What follows belongs to an exercise in optimizing a design on an open flow for a short achievable clock period and few clock cycles; a production flow would make more cautious choices. Only simulation tests tie the RTL to the original design; equivalence was not proved.

==> run X <==
// a362m
module a362m (
    input  wire        clk,
    input  wire        rst_n,
    input  wire        cmd_valid,
    input  wire [39:0] cmd_word,
    output reg         cmd_ready,
    output reg         done_valid,
    output reg  [2:0]  done_status,
    output reg  [15:0] rd,
    output reg  [15:0] fx,
    output reg  [15:0] fy,
    output reg  [15:0] fz,
    output reg  [15:0] ft,
    output reg  [63:0] burst_buf,
    output reg  [3:0]  bufn,
    output reg  [7:0]  want,
    output reg  [7:0]  echo,
    output reg  [2:0]  status,
    output reg  [3:0]  err,
    output reg         busy,
    output reg         cs_open,
    output reg         tx_valid,
    output reg  [7:0]  tx_byte,
    input  wire        rx_valid,
    input  wire [7:0]  rx_byte,
    input  wire        bus_fail
);
export LEC_CHECK = 0
export CAP_MARGIN = 20
export CORE_MARGIN = 2
export CORE_UTILIZATION = 40
export PLACE_DENSITY = 0.6
export SETUP_SLACK_MARGIN = 4.5
export SLEW_MARGIN = 20
export SYNTH_HIERARCHICAL = 1
create_clock -name core_clock -period 7.0 [get_ports {clk}]
run.sh (not shown) runs the stock make flow with config.mk's settings and CLKGATE_MAP_FILE= SYNTH_SCRIPT=/design/flow/synth_recipe.tcl, a recipe that flattens the netlist after the stock synthesis.
==> run F (differences from run X) <==
--- a/flow/design.v
+++ b/flow/design.v
@@ -215,16 +215,20 @@
     wire rd_op = o_rd1 || o_rd2 || o_rds8 || o_rds12 || o_rdf;
     wire ans    = frm && rx_valid && !bus_fail;        
     wire fail   = frm && bus_fail;                     
     wire fin_ok = ans && endc;                         
     wire lgo    = first && ((o_setf && zs_q && fit_q) || (o_rdf && zr_q && run_q));
     wire zdone  = first && !frm && !lgo;               
     wire done_evt = fin_ok || fail || zdone;
     wire eq     = (rx_byte == w_q);
+    wire st_vm  = fin_ok && vfy && !eq;
+    wire st_if  = zdone && lg && !dec_q;
+    wire st_upd = fail || fin_ok || zdone;             
+    wire [2:0] st_new = {zdone && !lg, st_vm || st_if, fail || st_if};
     assign hold_cs = bsy && (gap || lgo || (frm && !bus_fail && !(rx_valid && last)));
     wire lg = lg_q[0] || lg_q[1];
     wire busy_next, bsy_next;
     a362m_bsy u_bo (.rst_n(rst_n), .acc(acc), .bsy(bsy), .done(done_evt), .y(busy_next));
     a362m_bsy u_bi (.rst_n(rst_n), .acc(acc), .bsy(bsy), .done(done_evt), .y(bsy_next));
     integer i;
     always @(posedge clk) begin
         vsh   <= vsh_c;
@@ -320,43 +324,19 @@
                 rdfr <= !d_wr;
             end
             if (!bsy)
                 tx_byte <= {7'b0000101, c_rdfirst};
             else if (gap)
                 tx_byte <= {7'b0000101, !d_wr};
             else if (ans && !last)
                 tx_byte <= nxt;
-            if (fail) begin
-                done_status <= ST_TF;
-                status      <= ST_TF;
-                err[0]      <= 1'b1;
-            end else if (fin_ok) begin
-                if (vfy && !eq) begin
-                    done_status <= ST_VM;
-                    status      <= ST_VM;
-                    err[1]      <= 1'b1;
-                end else begin
-                    done_status <= ST_OK;
-                    status      <= ST_OK;
-                end
-            end else if (zdone) begin
-                if (!lg) begin
-                    done_status <= ST_IC;
-                    status      <= ST_IC;
-                    err[3]      <= 1'b1;
-                end else if (!dec_q) begin
-                    done_status <= ST_IF;
-                    status      <= ST_IF;
-                    err[2]      <= 1'b1;
-                end else begin
-                    done_status <= ST_OK;
-                    status      <= ST_OK;
-                end
-            end
+            status      <= st_new | (status & {3{!st_upd}});
+            done_status <= st_new | (done_status & {3{!st_upd}});
+            err         <= err | {zdone && !lg, st_if, st_vm, fail};
             if (zdone && lg && dec_q)
                 rd <= decode(cw[7:0], cw[15:8], cw[34]);
             else if (ans && e_rd)
                 rd <= rd_new;
             if (ans && e_xyzt) begin
                 fx <= decode(rxbuf[7:0],   rxbuf[15:8],  s_bit);
                 fy <= decode(rxbuf[23:16], rxbuf[31:24], s_bit);
                 fz <= decode(rxbuf[39:32], rxbuf[47:40], s_bit);
==> flow/flow/run.sh (new file) <==
#!/bin/bash
# Own flow: the standard layout (standard synthesis unchanged), with the
# port buffers made from plain buffers (buf_4) instead of the delay cells
# buffer_ports picks by default, and cell resizing not held to footprints.
set -euo pipefail
bash standard.sh \
  "BUFFER_PORTS_ARGS=-buffer_cell sky130_fd_sc_hd__buf_4" \
  MATCH_CELL_FOOTPRINT=0 \
  finish > flow_make.log 2>&1
==> flow/standard.sh (new file) <==
#!/bin/bash
# synth_recipe.tcl (not shown) runs the flow's synth.tcl, then flattens the netlist and writes it again
# the make line also repeats each setting of config.mk as NAME=value (left out here)
make -C /OpenROAD-flow-scripts/flow DESIGN_CONFIG=/design/flow/config.mk WORK_HOME=/design/flow/orfs CLKGATE_MAP_FILE= SYNTH_SCRIPT=/design/flow/synth_recipe.tcl "${@:-finish}"
Settings changed: SETUP_SLACK_MARGIN 4.5 to 4.8.
removed: flow/run.sh
==> run Y (differences from run X) <==
--- a/flow/design.v
+++ b/flow/design.v
@@ -215,16 +215,20 @@
     wire rd_op = o_rd1 || o_rd2 || o_rds8 || o_rds12 || o_rdf;
     wire ans    = frm && rx_valid && !bus_fail;        
     wire fail   = frm && bus_fail;                     
     wire fin_ok = ans && endc;                         
     wire lgo    = first && ((o_setf && zs_q && fit_q) || (o_rdf && zr_q && run_q));
     wire zdone  = first && !frm && !lgo;               
     wire done_evt = fin_ok || fail || zdone;
     wire eq     = (rx_byte == w_q);
+    wire st_vm  = fin_ok && vfy && !eq;
+    wire st_if  = zdone && lg && !dec_q;
+    wire st_upd = fail || fin_ok || zdone;             
+    wire [2:0] st_new = {zdone && !lg, st_vm || st_if, fail || st_if};
     assign hold_cs = bsy && (gap || lgo || (frm && !bus_fail && !(rx_valid && last)));
     wire lg = lg_q[0] || lg_q[1];
     wire busy_next, bsy_next;
     a362m_bsy u_bo (.rst_n(rst_n), .acc(acc), .bsy(bsy), .done(done_evt), .y(busy_next));
     a362m_bsy u_bi (.rst_n(rst_n), .acc(acc), .bsy(bsy), .done(done_evt), .y(bsy_next));
     integer i;
     always @(posedge clk) begin
         vsh   <= vsh_c;
@@ -320,43 +324,19 @@
                 rdfr <= !d_wr;
             end
             if (!bsy)
                 tx_byte <= {7'b0000101, c_rdfirst};
             else if (gap)
                 tx_byte <= {7'b0000101, !d_wr};
             else if (ans && !last)
                 tx_byte <= nxt;
-            if (fail) begin
-                done_status <= ST_TF;
-                status      <= ST_TF;
-                err[0]      <= 1'b1;
-            end else if (fin_ok) begin
-                if (vfy && !eq) begin
-                    done_status <= ST_VM;
-                    status      <= ST_VM;
-                    err[1]      <= 1'b1;
-                end else begin
-                    done_status <= ST_OK;
-                    status      <= ST_OK;
-                end
-            end else if (zdone) begin
-                if (!lg) begin
-                    done_status <= ST_IC;
-                    status      <= ST_IC;
-                    err[3]      <= 1'b1;
-                end else if (!dec_q) begin
-                    done_status <= ST_IF;
-                    status      <= ST_IF;
-                    err[2]      <= 1'b1;
-                end else begin
-                    done_status <= ST_OK;
-                    status      <= ST_OK;
-                end
-            end
+            status      <= st_new | (status & {3{!st_upd}});
+            done_status <= st_new | (done_status & {3{!st_upd}});
+            err         <= err | {zdone && !lg, st_if, st_vm, fail};
             if (zdone && lg && dec_q)
                 rd <= decode(cw[7:0], cw[15:8], cw[34]);
             else if (ans && e_rd)
                 rd <= rd_new;
             if (ans && e_xyzt) begin
                 fx <= decode(rxbuf[7:0],   rxbuf[15:8],  s_bit);
                 fy <= decode(rxbuf[23:16], rxbuf[31:24], s_bit);
                 fz <= decode(rxbuf[39:32], rxbuf[47:40], s_bit);
==> flow/flow/run.sh (new file) <==
#!/bin/bash
# Own flow: the standard layout (standard synthesis unchanged), with the
# port buffers made from plain buffers (buf_4) instead of the delay cells
# buffer_ports picks by default, and cell resizing not held to footprints.
set -euo pipefail
bash standard.sh \
  "BUFFER_PORTS_ARGS=-buffer_cell sky130_fd_sc_hd__buf_4" \
  MATCH_CELL_FOOTPRINT=0 \
  finish > flow_make.log 2>&1
==> flow/standard.sh (new file) <==
#!/bin/bash
# synth_recipe.tcl (not shown) runs the flow's synth.tcl, then flattens the netlist and writes it again
# the make line also repeats each setting of config.mk as NAME=value (left out here)
make -C /OpenROAD-flow-scripts/flow DESIGN_CONFIG=/design/flow/config.mk WORK_HOME=/design/flow/orfs CLKGATE_MAP_FILE= SYNTH_SCRIPT=/design/flow/synth_recipe.tcl "${@:-finish}"
Settings changed: CORE_UTILIZATION 40 to 30.
removed: flow/run.sh
==> notes.md <==
Data on the critical path is required at its endpoint by 7.45 ns. The synthesized netlist contains 89 unique library cells. The area growth from synthesis to layout was 26.5%; the non-clock buffer share of cell area was 0.116.

The final core area utilization was 0.513; the count of cell instances traversed by the critical path was 7. The flow ran to the end and the layout has no timing, DRC or antenna violations. Dividing the synthesized area by the synthesized cell count gives 9.63 µm². Once placement finished, the instance area stood at 22200 µm². The run gives 1116 as the post-cts repair resize count. The highest clock frequency the design can meet was 388 MHz. After layout, the inverter instance count without clock inverters stands at 42. The share of the yosys chip area belonging to registers was 0.466; the die height was 224 µm.
# the run above: run X

==> notes.md <==
The run finished with no timing, DRC or antenna violations. The non-clock buffer share of cell area came out at 0.175. The tools report the endpoint required time on the critical path as 5.60 ns. The area growth from synthesis to layout is 43.0%.

Leaving out the clock tree, the finished layout contains an inverter count of 33. After detailed placement, the total cell area comes to 21800 µm². The die height is 224 µm, and the highest clock frequency the design can meet is 410 MHz. After synthesis, the netlist uses 90 different library cells.
# the run above: run F

==> notes.md <==
Share of the yosys chip area belonging to registers: 0.471. Once placement finished, the instance area stood at 21700 µm². The count of cell instances traversed by the critical path is 1.

Area growth from synthesis to layout: 21.4%. The flow ran to the end and the layout has no timing, DRC or antenna violations. Based on the critical path, the design can be clocked at up to 399 MHz.

Yosys mapped the design onto 90 distinct sky130hd cell types. The tools report the final core area utilization as 0.370. STA puts the critical path data required time at 5.60 ns.
# the run above: run Y

Testbench counts of run X, summed over its fixed seeds: cycles 102,253.
Testbench counts of run F, summed over its fixed seeds: cycles 102,253.
Testbench counts of run Y, summed over its fixed seeds: cycles 102,253.

[port drivers added, routing unchanged]
No port has a modelled driver above. Below, the same layouts with a new extraction and two added sets of constraints. Step 1: set_driving_cell puts a clkbuf_16 on clk and a buf_2 on each other input, an assumption about the parent block. Step 2 adds t to the input delays and takes it off the output delays; t is the mean of the earliest and latest rising clock arrival at the registers after step 1. Input paths then give back, and output paths get back, about the clock's delay inside the block. a / b / c = ideal ports / drivers / drivers and shift; a / b = the first two.
run	t (ns)	setup slack, ns	hold WS [ns]	worst setup path after step 2
run X	0.623	4.424 / 4.447 / 3.835	0.431 / 0.431 / 0.431	input to register
run F	0.599	4.559 / 4.504 / 3.937	0.455 / 0.455 / 0.455	input to register
run Y	0.617	4.494 / 4.439 / 3.977	0.451 / 0.451 / 0.451	input to register
After both steps setup and hold are still met in every run listed. For run F, which loses most, drivers alone change the setup slack by -0.055 ns; drivers and shift together by -0.622 ns.
